What follows belongs to an exercise in optimizing a design on an open flow for small area, a short achievable clock period and few clock cycles; a production flow would make more cautious choices.
In this exercise RTL edits were held to simulation tests only and were not proved equivalent to the original.
Power figures rest on the tool's default switching activity, not on a simulated workload.

==> inputs of tundra <==
## ms_alu
module ms_alu (
    input  wire        clk,
    input  wire        rst,           
    input  wire        in_valid,
    output wire        in_ready,
    input  wire [7:0]  in_op,
    input  wire [63:0] in_a,
    input  wire [63:0] in_b,
    output reg         out_valid,
    output reg  [63:0] out_result,
    output reg  [3:0]  out_fault
);
clock: 25.0 ns
lec_check: 0
cap_margin: 20
core_margin: 2
core_utilization: 40
place_density: 0.6
slew_margin: 20
standard.sh (not shown) runs the stock make flow with config.mk's settings and CLKGATE_MAP_FILE= SYNTH_SCRIPT=/design/flow/synth_recipe.tcl, a recipe that flattens the netlist after the stock synthesis.
==> flow/flow/run.sh <==
#!/bin/bash
# The standard layout (its own synthesis, SDC and clock period, unchanged),
# with two knobs: port buffers are sky130 buf_2 cells instead of the default
# delay buffers, and timing repair aims for a setup slack above zero so the
# critical paths get sized and buffered.
set -euo pipefail
bash standard.sh 'BUFFER_PORTS_ARGS=-buffer_cell sky130_fd_sc_hd__buf_2' SETUP_SLACK_MARGIN=19 finish \
  > flow_standard.log 2>&1
==> delta (differences from tundra) <==
--- a/flow/design.v
+++ b/flow/design.v
@@ -99,22 +99,25 @@
     wire [63:0] sh_o   = far_q ? 64'd0 : (amt[6] ? lo_v : fun);
     wire [2:0]  shx    = (far_q | amt[6]) ? 3'd0 : funx;      
     wire [6:0]  keep3  = (amt > 7'd61) ? 7'd0 : (7'd61 - amt);
     wire [63:0] lmask  = ~({64{1'b1}} << keep3);
     wire        lost3  = far_q ? (|lo_v) : (|(lo_v & lmask));
     wire        sh_lost = lost3 | (|shx);
     wire [63:0] sh_ost = {sh_o[63:1], sh_o[0] | sh_lost | (c_divf & rnz_q & st[T_NRM])};
     wire [2:0]  grs    = {shx[2], shx[1], shx[0] | lost3};
-    wire [63:0] fn_lo = c_fadd ? {frac_q, 61'd0} : b_q;
-    wire        fn10  = add_o[53];
-    wire        fn11  = ~add_o[53] & add_o[52];
-    wire [63:0] fn_o  = fn10 ? {add_o[53:0], fn_lo[63:54]} :
+    wire [63:0] fn_lo = c_fadd ? {frac_q, 61'd0} : c_mulf ? b_q : 64'd0;
+    wire        fn9   = add_o[54];
+    wire        fn10  = ~add_o[54] & add_o[53];
+    wire        fn11  = ~add_o[54] & ~add_o[53] & add_o[52];
+    wire [63:0] fn_o  = fn9  ? {add_o[54:0], fn_lo[63:55]} :
+                        fn10 ? {add_o[53:0], fn_lo[63:54]} :
                         fn11 ? {add_o[52:0], fn_lo[63:53]} : {add_o[51:0], fn_lo[63:52]};
-    wire        fn_st = fn10 ? (|fn_lo[53:0]) : fn11 ? (|fn_lo[52:0]) : (|fn_lo[51:0]);
+    wire        fn_st = (fn9 ? (|fn_lo[54:0]) : fn10 ? (|fn_lo[53:0]) : fn11 ? (|fn_lo[52:0]) :
+                         (|fn_lo[51:0])) | (c_divf & rnz_q);
     wire        fn_ok = |add_o[53:51];
     wire [72:0] bo_s, bo_c;
     ms_booth8 u_mul (.s({s64_q, a_q}), .c({c64_q, cv}), .m(out_result), .q(b_q[7:0]), .ql(ql_q),
                      .so(bo_s), .co(bo_c));
     wire [8:0]  lowsum = {1'b0, bo_s[7:0]} + {1'b0, bo_c[7:0]} + {8'd0, ci_q};
     wire [62:0] bdf = b_q[62:0] ^ b_q[63:1];
     wire [7:1]  bz;
     genvar bk;
@@ -133,26 +136,27 @@
     wire [63:0] q_upd = {((dq[2] & |dq[1:0]) ? add_o[61:0] : cv[61:0]), dq2};
     wire [2:0]  r_hi  = wsx_q + wcx_q + {2'b00, add_co};
     wire        rd_up  = b_q[10] & (b_q[11] | (|b_q[9:0]));
     wire [10:0] rd_e   = b_q[63] ? ex_q[10:0] : 11'd0;
     wire [62:0] rd_mag;
     ms_inc #(.N(63), .L(6)) u_rinc (.a({rd_e, b_q[62:11]}), .ci(rd_up), .s(rd_mag));
     wire        rd_ovf = b_q[63] & (ex_q > 14'sd2046);
     wire [63:0] rd_res = rd_ovf ? {sg_q, 11'h7FF, 52'd0} : {sg_q, rd_mag};
-    wire [63:0] axb  = a_q ^ b_q;
+    wire [63:0] axb = a_q ^ b_q;
+    wire sdif   = axb[63];
     wire m_eq   = ~|axb[62:0];                  
-    wire i_eq   = m_eq & ~axb[63];
-    wire i_lt   = axb[63] ? sa : ~add_co;
+    wire i_eq   = m_eq & ~sdif;
+    wire i_lt   = sdif ? sa : ~add_co;
     wire i_gt   = ~i_lt & ~i_eq;
     wire m_lt   = ~add_c63;                     
     wire unord  = a_nan | b_nan;
     wire both_z = a_zero & b_zero;
     wire f_eq   = ~unord & (i_eq | both_z);
-    wire f_ltr  = axb[63] ? sa : (sa ? (~m_lt & ~m_eq) : m_lt);
+    wire f_ltr  = sdif ? sa : (sa ? (~m_lt & ~m_eq) : m_lt);
     wire f_lt   = ~unord & ~both_z & f_ltr;
     wire f_gt   = ~unord & ~f_eq & ~f_lt;
     wire a_bool = (a_q[63:1] == 63'd0);
     wire b_bool = (b_q[63:1] == 63'd0);
     reg       s_bit;        
     reg       s_add;        
     reg [3:0] s_fault;
     always @* begin
@@ -206,18 +210,17 @@
     end
     wire        swp = m_lt;
     wire [10:0] dab = xa - xb;
     wire [10:0] dba = xb - xa;
     wire [6:0]  amt_ab = (dab > 11'd63) ? 7'd0 : (7'd64 - {1'b0, dab[5:0]});
     wire [6:0]  amt_ba = (dba > 11'd63) ? 7'd0 : (7'd64 - {1'b0, dba[5:0]});
     wire signed [13:0] xa1 = $signed({3'd0, xa}) + 14'sd11;
     wire signed [13:0] xb1 = $signed({3'd0, xb}) + 14'sd11;
-    wire idiv_trap = (b_q == 64'd0) ||
-                     ((a_q == 64'h8000_0000_0000_0000) && (b_q == 64'hFFFF_FFFF_FFFF_FFFF));
+    wire idiv_trap = (b_bool & ~b_q[0]) || (sa & a_zero & (&b_q));    
     wire signed [7:0] nq = {1'b0, lzc} - {1'b0, lza_q};    
     wire [6:0]  nc = (nq[6:0] + 7'd3) >> 1;                 
     wire signed [13:0] lzc_s  = {7'd0, lzc};
     wire signed [13:0] e_norm = ex_q - lzc_s;
     reg [NT-1:0] st_n;
     reg        fin, set_rdy;
     reg        a_add, a_sh, a_cs, a_dv, a_fm, a_clr, a_orst, a_bias, a_flip, b_dv;
     reg        b_add, b_sh, b_cs, b_fm, b_fn;
@@ -426,26 +429,27 @@
             else st_n[T_DSTEP] = 1'b1;
         end
         if (st[T_FIX1]) begin                        
             neg_n = r_hi[2];
             rnz_n = (|add_o) | (|r_hi);
             st_n[T_FIX2] = 1'b1;
         end
         if (st[T_FIX2]) begin                        
-            a_add = 1'b1;
             if (c_divf) begin                        
-                amt_n = add_o[54] ? 7'd9 : 7'd10;
-                ex_n  = add_o[54] ? ex_m9 : ex_m10;
-                den_n = add_o[54] ? den_m9 : den_m10;
-                st_n[T_NRM] = 1'b1;
+                b_fn = 1'b1;
+                ex_n = fn9 ? ex_m9 : ex_m10;
+                if (fn9 ? den_m9 : den_m10) st_n[T_DPRE] = 1'b1;
+                else begin st_n[T_RND] = 1'b1; set_rdy = 1'b1; end
             end else if (sft_q != 2'd0) begin
+                a_add = 1'b1;
                 amt_n = 7'd64 - {5'd0, sft_q};
                 st_n[T_SHQ] = 1'b1;
             end else begin
+                a_add = 1'b1;
                 st_n[T_DFIN] = 1'b1; set_rdy = 1'b1;
             end
         end
         if (st[T_SHQ]) begin                         
             a_sh = 1'b1;
             st_n[T_DFIN] = 1'b1; set_rdy = 1'b1;
         end
         if (st[T_DFIN]) begin
==> flow/flow/run.sh (replaced) <==
#!/bin/bash
# The standard layout (its own synthesis, SDC and clock period, unchanged),
# with these knobs: port buffers are sky130 buf_2 cells instead of the default
# delay buffers, and timing repair aims for a setup slack above zero so the
# critical paths get sized and buffered. Clock-tree settings are in config.mk.
set -euo pipefail
bash standard.sh 'BUFFER_PORTS_ARGS=-buffer_cell sky130_fd_sc_hd__buf_2' SETUP_SLACK_MARGIN=18.5 finish \
  > flow_standard.log 2>&1
CTS_CLUSTER_DIAMETER = 100   (was not set)
CTS_CLUSTER_SIZE = 20   (was not set)
==> comparison table <==
| metric | delta | tundra |
|---|---|---|
| Power consumed by the clock network | 0.678 mW | 0.977 mW |
| Area share of xor/xnor cells in the synthesized design | 9.38% | 9.14% |
| Worst setup path startpoint | lsa_q$_SDFF_PP0_ | b_q[59]$_DFF_P_ |
| First-pass detailed-route iteration total | 13 | 14 |
| Worst Path Buf+Inv | 2 | 1 |
| Routed length on met2 | 172 mm | 175 mm |
| Non-clock inverters | 708 | 703 |
| Clock-cell share of area | 1.70% | 2.77% |
| Total routing usage reported by global routing | 52.6% | 53.7% |
| Total met3 wirelength after detailed routing | 74.2 mm | 75.8 mm |
| Post-CTS setup buffer count | 33 | 173 |
| Vias after detailed routing | 77200 | 77500 |
| Diodes inserted | 50 | 36 |
| Hold slack final | 465 ps | 441 ps |
| Die Y | 405 um | 405 um |
| Reg-to-reg critical path startpoint | lsa_q$_SDFF_PP0_ | b_q[59]$_DFF_P_ |
| Adder-cell share of the synthesized area | 19.5% | 19.5% |
| Final critical-path required period | 6830 ps | 6720 ps |
| Syn nets | 9156 | 9124 |
| Cts repair resizes | 197 | 588 |
| Worst slew pin tran | 1380 ps | 1400 ps |
| Sequential group power | 0.924 mW | 0.905 mW |
| Clock tree buffer count of the final layout | 44 | 80 |
| Sequential standard cell area | 8910 um2 | 9070 um2 |
| Peak Freq | 0.146 GHz | 0.149 GHz |
| Result of the run | timing/DRC/antenna clean | timing/DRC/antenna clean |
| Met1 wire length | 167 mm | 171 mm |
Testbench counts of tundra, summed over its fixed seeds: cycles 17,446.
Testbench counts of delta, summed over its fixed seeds: cycles 17,296.

---

==> run Y: inputs <==
ms_alu, a different RTL version from the one above (not shown whole).
clock: 25.0 ns
lec_check: 0
cap_margin: 20
core_margin: 2
core_utilization: 40
cts_cluster_diameter: 100
cts_cluster_size: 20
place_density: 0.6
slew_margin: 20
==> flow/flow/run.sh <==
#!/bin/bash
# The standard layout (its own synthesis, SDC and clock period, unchanged),
# with these knobs: port buffers are sky130 buf_2 cells instead of the default
# delay buffers, and timing repair aims for a setup slack above zero so the
# critical paths get sized and buffered. Clock-tree settings are in config.mk.
set -euo pipefail
bash standard.sh 'BUFFER_PORTS_ARGS=-buffer_cell sky130_fd_sc_hd__buf_2' SETUP_SLACK_MARGIN=18.75 finish \
  > flow_standard.log 2>&1
==> inputs of run D, as changes to run Y <==
--- a/flow/design.v
+++ b/flow/design.v
@@ -39,12 +39,14 @@
     reg        den_q;               
     reg        sg_q;                
     reg        eff_q;               
     reg        zs_q;                
     reg        swp_q;               
     reg        ci_q;                
+    reg [6:0]  lza_q;               
+    reg [6:0]  ndk_q;               
     reg        ql_q;                
     reg        s64_q, c64_q;        
     reg ax_en, ax_inv, by_b, by_c, by_inv, add_ci;
     reg axf_q, byf_q;               
     reg        hsb_q, lsa_q, fmh_q, fml_q, uh_q, ul_q, far_q;
     reg [6:0]  amt_q;
@@ -114,35 +116,28 @@
     wire        fn_ok = |add_o[53:51];
     wire [72:0] bo_s, bo_c;
     ms_booth8 u_mul (.s({s64_q, a_q}), .c({c64_q, cv}), .m(out_result), .q(b_q[7:0]), .ql(ql_q),
                      .so(bo_s), .co(bo_c));
     wire [8:0]  lowsum = {1'b0, bo_s[7:0]} + {1'b0, bo_c[7:0]} + {8'd0, ci_q};
     wire [62:0] bdf = b_q[62:0] ^ b_q[63:1];
-    wire [8:1]  sf;
-    assign sf[8] = 1'b0;
+    wire [7:1]  bz;
     genvar bk;
     generate
-        for (bk = 1; bk < 8; bk = bk + 1) begin : gsf
-            assign sf[bk] = sf[bk+1] | (|bdf[(bk == 7 ? 62 : 8*bk+6):8*bk-1]);
+        for (bk = 1; bk < 8; bk = bk + 1) begin : gbz
+            assign bz[bk] = ~|bdf[62:8*bk-1];
         end
     endgenerate
-    wire       b_hz = ~|b_q[63:1];
-    wire       b_z  = b_hz & ~b_q[0];
-    wire [3:0] nd1  = {sf[7], sf[3] & ~sf[7], (sf[1] & ~sf[3]) | (sf[5] & ~sf[7]),
-                       ~sf[1] | (sf[2] & ~sf[3]) | (sf[4] & ~sf[5]) | (sf[6] & ~sf[7])};
-    wire [3:0] ndig = b_z ? 4'd0 : nd1;
+    wire [3:0] ndig = (b_q == 64'd0) ? 4'd0 : bz[1] ? 4'd1 : bz[2] ? 4'd2 : bz[3] ? 4'd3 :
+                      bz[4] ? 4'd4 : bz[5] ? 4'd5 : bz[6] ? 4'd6 : bz[7] ? 4'd7 : 4'd8;
     wire [66:0] ws2, wc2;
     wire [2:0]  dq;                            
     ms_srt_step u_srt (.ws({wsx_q, a_q}), .wc({wcx_q, b_q}), .d(out_result),
                        .wso(ws2), .wco(wc2), .q(dq));
     wire [1:0]  dq2   = dq[2] ? (2'd0 - dq[1:0]) : dq[1:0];
     wire [63:0] q_upd = {((dq[2] & |dq[1:0]) ? add_o[61:0] : cv[61:0]), dq2};
     wire [2:0]  r_hi  = wsx_q + wcx_q + {2'b00, add_co};
-    wire [66:0] rws   = {wsx_q, a_q};
-    wire [66:0] rwc   = {wcx_q, b_q};
-    wire        r_nz  = |((rws ^ rwc) ^ {(rws[65:0] | rwc[65:0]), 1'b0});
     wire        rd_up  = b_q[10] & (b_q[11] | (|b_q[9:0]));
     wire [10:0] rd_e   = b_q[63] ? ex_q[10:0] : 11'd0;
     wire [62:0] rd_mag;
     ms_inc #(.N(63), .L(6)) u_rinc (.a({rd_e, b_q[62:11]}), .ci(rd_up), .s(rd_mag));
     wire        rd_ovf = b_q[63] & (ex_q > 14'sd2046);
     wire [63:0] rd_res = rd_ovf ? {sg_q, 11'h7FF, 52'd0} : {sg_q, rd_mag};
@@ -157,13 +152,13 @@
     wire both_z = a_zero & b_zero;
     wire f_eq   = ~unord & (i_eq | both_z);
     wire f_ltr  = sdif ? sa : (sa ? (~m_lt & ~m_eq) : m_lt);
     wire f_lt   = ~unord & ~both_z & f_ltr;
     wire f_gt   = ~unord & ~f_eq & ~f_lt;
     wire a_bool = (a_q[63:1] == 63'd0);
-    wire b_bool = b_hz;
+    wire b_bool = (b_q[63:1] == 63'd0);
     reg       s_bit;        
     reg       s_add;        
     reg [3:0] s_fault;
     always @* begin
         s_bit = 1'b0; s_add = 1'b0; s_fault = F_NONE;
         case (op_q)
@@ -217,14 +212,14 @@
     wire [10:0] dab = xa - xb;
     wire [10:0] dba = xb - xa;
     wire [6:0]  amt_ab = (dab > 11'd63) ? 7'd0 : (7'd64 - {1'b0, dab[5:0]});
     wire [6:0]  amt_ba = (dba > 11'd63) ? 7'd0 : (7'd64 - {1'b0, dba[5:0]});
     wire signed [13:0] xa1 = $signed({3'd0, xa}) + 14'sd11;
     wire signed [13:0] xb1 = $signed({3'd0, xb}) + 14'sd11;
-    wire idiv_trap = b_z || (sa & a_zero & (&b_q));    
-    wire signed [7:0] nq = {1'b0, lzc} - {1'b0, amb_q};    
+    wire idiv_trap = (b_bool & ~b_q[0]) || (sa & a_zero & (&b_q));    
+    wire signed [7:0] nq = {1'b0, lzc} - {1'b0, lza_q};    
     wire [6:0]  nc = (nq[6:0] + 7'd3) >> 1;                 
     wire signed [13:0] lzc_s  = {7'd0, lzc};
     wire signed [13:0] e_norm = ex_q - lzc_s;
     reg [NT-1:0] st_n;
     reg        fin, set_rdy;
     reg        a_add, a_sh, a_cs, a_dv, a_fm, a_clr, a_orst, a_bias, a_flip, b_dv;
@@ -234,13 +229,13 @@
     reg        r_add, r_sh, r_rd, r_fm, r_misc;
     reg        m_s, m_e, m_n, m_b0;
     reg [3:0]  f_n;
     reg        sg_n, eff_n, zs_n, swp_n, ci_n, den_n, mlo_n, neg_n, rnz_n;
     reg [1:0]  sft_n;
     reg [2:0]  wsx_n, wcx_n;
-    reg [6:0]  cnt_n, tgt_n, amt_n;
+    reg [6:0]  cnt_n, tgt_n, amt_n, lza_n, ndk_n;
     reg signed [13:0] ex_n;
     reg        mlo_q;               
     reg        nrm_q, nrm_n;        
     reg [11:0] exb_n;
     reg        ql_n;
     reg [6:0]  amb_n;
@@ -259,25 +254,26 @@
         m_s = 1'b0; m_e = 1'b0; m_n = 1'b0; m_b0 = 1'b0;
         f_n = out_fault;
         sg_n = sg_q; neg_n = neg_q; rnz_n = rnz_q; sft_n = sft_q; wsx_n = wsx_q; wcx_n = wcx_q; eff_n = eff_q; zs_n = zs_q; swp_n = swp_q; ci_n = ci_q;
         den_n = den_q; mlo_n = mlo_q; nrm_n = nrm_q;
         ql_n = ql_q;
         exb_n = exb_q; amb_n = amb_q; frac_n = frac_q;
-        cnt_n = cnt; tgt_n = tgt; amt_n = amt_q; ex_n = ex_q;
+        cnt_n = cnt; tgt_n = tgt; amt_n = amt_q; lza_n = lza_q; ndk_n = ndk_q; ex_n = ex_q;
         if (e0) begin
             cnt_n = 7'd0;
             if (c_mul) begin
                 r_add = 1'b1;                        
                 a_bias = 1'b1; c_clr = 1'b1; ci_n = 1'b0; ql_n = 1'b0;
                 tgt_n = {3'd0, ndig};
+                ndk_n = {ndig, 3'b000};
                 if (ndig == 4'd0) st_n[T_CPA] = 1'b1;
                 else st_n[T_MSTEP] = 1'b1;
             end else if (c_div) begin
                 a_add = 1'b1;                        
                 sg_n = sa ^ sb;
-                if (!sa) begin amb_n = lzc; amt_n = lzc; end    
+                if (!sa) begin lza_n = lzc; amt_n = lzc; end    
                 if (idiv_trap) begin st_n[T_SPEC] = 1'b1; set_rdy = 1'b1; end
                 else if (sb) st_n[T_NEGB] = 1'b1;
                 else if (sa) st_n[T_LZA] = 1'b1;
                 else st_n[T_SHA] = 1'b1;
             end else if (c_mulf) begin
                 r_fm = 1'b1; b_fm = 1'b1;
@@ -334,15 +330,14 @@
             st_n[T_DEN] = 1'b1;
         end
         if (st[T_LZ]) begin
             amt_n = lzc;
             ex_n  = e_norm;
             den_n = (e_norm < 14'sd1);
-            r_misc = 1'b1; m_s = zs_q;
             if (c_fadd && (lzc == 7'd64) && (frac_q == 3'd0)) begin
-                fin = 1'b1; f_n = F_NONE;
+                fin = 1'b1; r_misc = 1'b1; m_s = zs_q; f_n = F_NONE;
             end else st_n[T_NRM] = 1'b1;
         end
         if (st[T_NRM]) begin
             b_sh = 1'b1;
             amt_n = 7'd63 + ex_q[6:0];
             if (den_q) st_n[T_DEN] = 1'b1;
@@ -359,55 +354,56 @@
         end
         if (st[T_RND]) begin
             fin = 1'b1; r_rd = 1'b1; f_n = F_NONE;
         end
         if (st[T_NEGB]) begin
             b_add = 1'b1;                            
-            if (~sg_q) begin amb_n = lzc; amt_n = lzc; end    
+            if (~sg_q) begin lza_n = lzc; amt_n = lzc; end    
             st_n[T_SHA] = 1'b1;
         end
         if (st[T_MSTEP]) begin
             a_cs = 1'b1; c_cs = 1'b1; b_cs = 1'b1;
             ci_n = lowsum[8];
             ql_n = b_q[7];
             cnt_n = cnt + 7'd1;
             if (cnt + 7'd1 == tgt) st_n[T_CPA] = 1'b1;
             else st_n[T_MSTEP] = 1'b1;
         end
         if (st[T_CPA]) begin
             a_add = 1'b1;                            
-            if (c_mul) begin amt_n = {tgt[3:0], 3'b000}; st_n[T_MFUN] = 1'b1; set_rdy = 1'b1; end
+            if (c_mul) begin amt_n = ndk_q; st_n[T_MFUN] = 1'b1; set_rdy = 1'b1; end
             else if (nrm_q) begin                   
                 b_fn = 1'b1;
                 ex_n = fn10 ? ex_m10 : ex_m11;
                 if (fn10 ? den_m10 : den_m11) st_n[T_DPRE] = 1'b1;
                 else begin st_n[T_RND] = 1'b1; set_rdy = 1'b1; end
             end else st_n[T_LZ] = 1'b1;
         end
         if (st[T_MFUN]) begin
             fin = 1'b1; r_sh = 1'b1; f_n = F_NONE;
         end
         if (st[T_LZA]) begin
             amt_n = lzc;
-            amb_n = lzc;
+            lza_n = lzc;
             if (c_divf) ex_n = ex_q - lzc_s;
             st_n[T_SHA] = 1'b1;
         end
         if (st[T_SHA]) begin
             a_sh = 1'b1;
             if (c_div) st_n[T_LZB] = 1'b1;
             else st_n[T_DSTEP] = 1'b1;
         end
         if (st[T_LZB]) begin
-            r_misc = 1'b1; m_s = (nq == 8'sd63);
             amt_n = lzc;
             if (c_divf) begin
                 ex_n = ex_q + lzc_s;
                 st_n[T_SHB] = 1'b1;
-            end else if ((nq < 0) || (nq == 8'sd63)) begin    
-                fin = 1'b1; f_n = F_NONE;
+            end else if (nq < 0) begin              
+                fin = 1'b1; r_misc = 1'b1; f_n = F_NONE;
+            end else if (nq == 8'sd63) begin        
+                fin = 1'b1; r_misc = 1'b1; m_s = 1'b1; f_n = F_NONE;
             end else begin
                 tgt_n = nc;
                 sft_n = {1'b0, nq[0]};               
                 st_n[T_SHB] = 1'b1;
             end
         end
@@ -431,13 +427,13 @@
             cnt_n = cnt + 7'd1;
             if (cnt + 7'd1 == tgt) st_n[T_FIX1] = 1'b1;
             else st_n[T_DSTEP] = 1'b1;
         end
         if (st[T_FIX1]) begin                        
             neg_n = r_hi[2];
-            rnz_n = r_nz;
+            rnz_n = (|add_o) | (|r_hi);
             st_n[T_FIX2] = 1'b1;
         end
         if (st[T_FIX2]) begin                        
             if (c_divf) begin                        
                 b_fn = 1'b1;
                 ex_n = fn9 ? ex_m9 : ex_m10;
@@ -459,28 +455,25 @@
         if (st[T_DFIN]) begin
             fin = 1'b1; r_add = 1'b1; f_n = F_NONE;
         end
         if (fin) set_rdy = 1'b1;
     end
     reg axe_n, axi_n, byb_n, byc_n, byi_n, aci_n;
-    wire in_add = in_op[0] & ~in_op[1] & ~in_op[2] & ~in_op[3] & ~in_op[5];
-    wire in_mul = in_op[0] &  in_op[1] & ~in_op[2] & ~in_op[3] & ~in_op[4] & ~in_op[5];
-    wire in_div = ~in_op[0] & ~in_op[1] & in_op[2] & ~in_op[3] & ~in_op[4] & ~in_op[5];
     reg uh_n, ul_n, hsb_n, lsa_n, fmh_n, fml_n, far_n, alg_n, lfr_n, axf_n, byf_n, amsel_n;
     always @* begin
         alg_n = 1'b0; lfr_n = 1'b0; axf_n = 1'b0; byf_n = 1'b0; amsel_n = 1'b0;
         axe_n = 1'b0; axi_n = 1'b0; byb_n = 1'b0; byc_n = 1'b0; byi_n = 1'b0; aci_n = 1'b0;
         uh_n = 1'b0; ul_n = 1'b0; hsb_n = 1'b0; lsa_n = 1'b0; fmh_n = 1'b0; fml_n = 1'b0; far_n = 1'b0;
-        if (rdy_q) begin
+        if (accept) begin
             if (in_op == OP_DIVF) begin uh_n = 1'b1; hsb_n = 1'b1; fmh_n = 1'b1; end
-            if (in_mul) begin
+            if (in_op == OP_MUL) begin
                 axe_n = 1'b1;
-            end else if (in_div) begin
+            end else if (in_op == OP_DIV) begin
                 axe_n = 1'b1; axi_n = in_a[63]; aci_n = in_a[63];
             end else begin
-                axe_n = 1'b1; byb_n = 1'b1; byi_n = ~in_add; aci_n = ~in_add;
+                axe_n = 1'b1; byb_n = 1'b1; byi_n = (in_op != OP_ADD); aci_n = (in_op != OP_ADD);
             end
         end else begin
             if (st_n[T_NEGB])  begin byb_n = 1'b1; byi_n = 1'b1; aci_n = 1'b1; end
             if (st_n[T_FADD])  begin
                 axe_n = 1'b1; byb_n = 1'b1; aci_n = eff_q & (grs == 3'd0);
                 axi_n = swp_q & eff_q; byi_n = ~swp_q & eff_q;
@@ -537,13 +530,13 @@
             v_q       <= 1'b0;
             rdy_q     <= 1'b1;
             out_valid <= 1'b0;
         end else begin
             st        <= st_n;
             v_q       <= accept;
-            rdy_q     <= rdy_q ? ~(in_valid & in_multi) : set_rdy;
+            rdy_q     <= accept ? ~in_multi : (rdy_q | set_rdy);
             out_valid <= fin;
         end
     end
     always @(posedge clk) begin
         a_q <= rdy_q ? in_a : a_n;
         b_q <= rdy_q ? in_b : b_n;
@@ -573,13 +566,15 @@
         nrm_q <= nrm_n;
         ql_q  <= ql_n;
         s64_q <= a_bias | (a_cs & bo_s[72]);
         c64_q <= a_cs & bo_c[72];
         cnt   <= cnt_n;
         tgt   <= tgt_n;
-        amt_q <= (rdy_q && in_op == OP_DIVF) ? 7'd11 : amt_n;
+        amt_q <= (accept && in_op == OP_DIVF) ? 7'd11 : amt_n;
+        lza_q <= lza_n;
+        ndk_q <= ndk_n;
         ex_q  <= ex_n;
         ax_en  <= axe_n;
         ax_inv <= axi_n;
         by_b   <= byb_n;
         by_c   <= byc_n;
         by_inv <= byi_n;
CORE_UTILIZATION = 45   (was 40)
PLACE_DENSITY = 0.65   (was 0.6)
==> run notes <==
metric	run D	run Y
Critical-path top delay cell	sky130_fd_sc_hd__nor2_2	sky130_fd_sc_hd__fa_4
Worst Hold Slack	0.471 ns	0.448 ns
Count of different cell masters after synthesis	105	104
Fin crit period	6.39 ns	7.11 ns
Routed length on met3	74200 µm	83900 µm
HPWL after DPL	314000 µm	347000 µm
Buffer share of cell area	0.0851	0.101
Placed inst area	67900 µm²	68900 µm²
GPL Wtd Cong	1.17	1.17
Routed length on met2	161000 µm	178000 µm
Adder-Cell Fraction of Synth Area	0.195	0.194
Insertion delay to the later sink of the worst-skew pair	0.69 ns	0.70 ns
Setup slack, reg-to-reg	18.61 ns	17.89 ns
Nets in the synthesized netlist	9156	9359
Pwr Density	76.7 nW/µm²	77.8 nW/µm²
Clock group	690 µW	740 µW
R2R Path Start	lsa_q	ax_inv
Largest fanout on the critical path	30	47
Placed Instances	9919	10.4k
Cts repair resizes	297	448
Power dissipated in sequential cells	920 µW	900 µW
Met1 routing resource usage after global routing	0.704	0.664
Switching Fraction	0.571	0.572
Run status	finished clean	finished clean
Number of well taps	1890	2160
EDFF count, synth	67	56
Testbench counts of run Y, summed over its fixed seeds: cycles 17,296.
Testbench counts of run D, summed over its fixed seeds: cycles 17,296.

[static timing again, ports no longer ideal]
No port has a modelled driver above. Below, the same layouts with a new extraction and two added sets of constraints.
Step 1: set_driving_cell puts a clkbuf_16 on clk and a buf_2 on each other input, an assumption about the parent block.
Step 2 adds t to the input delays and takes it off the output delays; t is the mean of the earliest and latest rising clock arrival at the registers after step 1. Input paths then give back, and output paths get back, about the clock's delay inside the block.
a / b / c = no drivers / after step 1 / after step 2; a / b = the first two.
| run | t, ns | slack for setup (ns) | worst setup path at the end | slew at the worst register clock pin (ns) |
|---|---|---|---|---|
| tundra | 0.824 | 18.280 / 18.280 / 18.280 | register to register | 0.07 / 0.07 |
| delta | 0.745 | 18.173 / 18.173 / 17.962 | input to register | 0.11 / 0.11 |
| run Y | 0.752 | 17.887 / 17.887 / 17.887 | register to register | 0.11 / 0.11 |
| run D | 0.746 | 18.614 / 18.614 / 18.096 | input to register | 0.11 / 0.11 |
After both steps every run listed still meets setup and hold. The setup slack of run D, which loses most, moves by 0.000 ns with the drivers and by -0.518 ns with both steps.
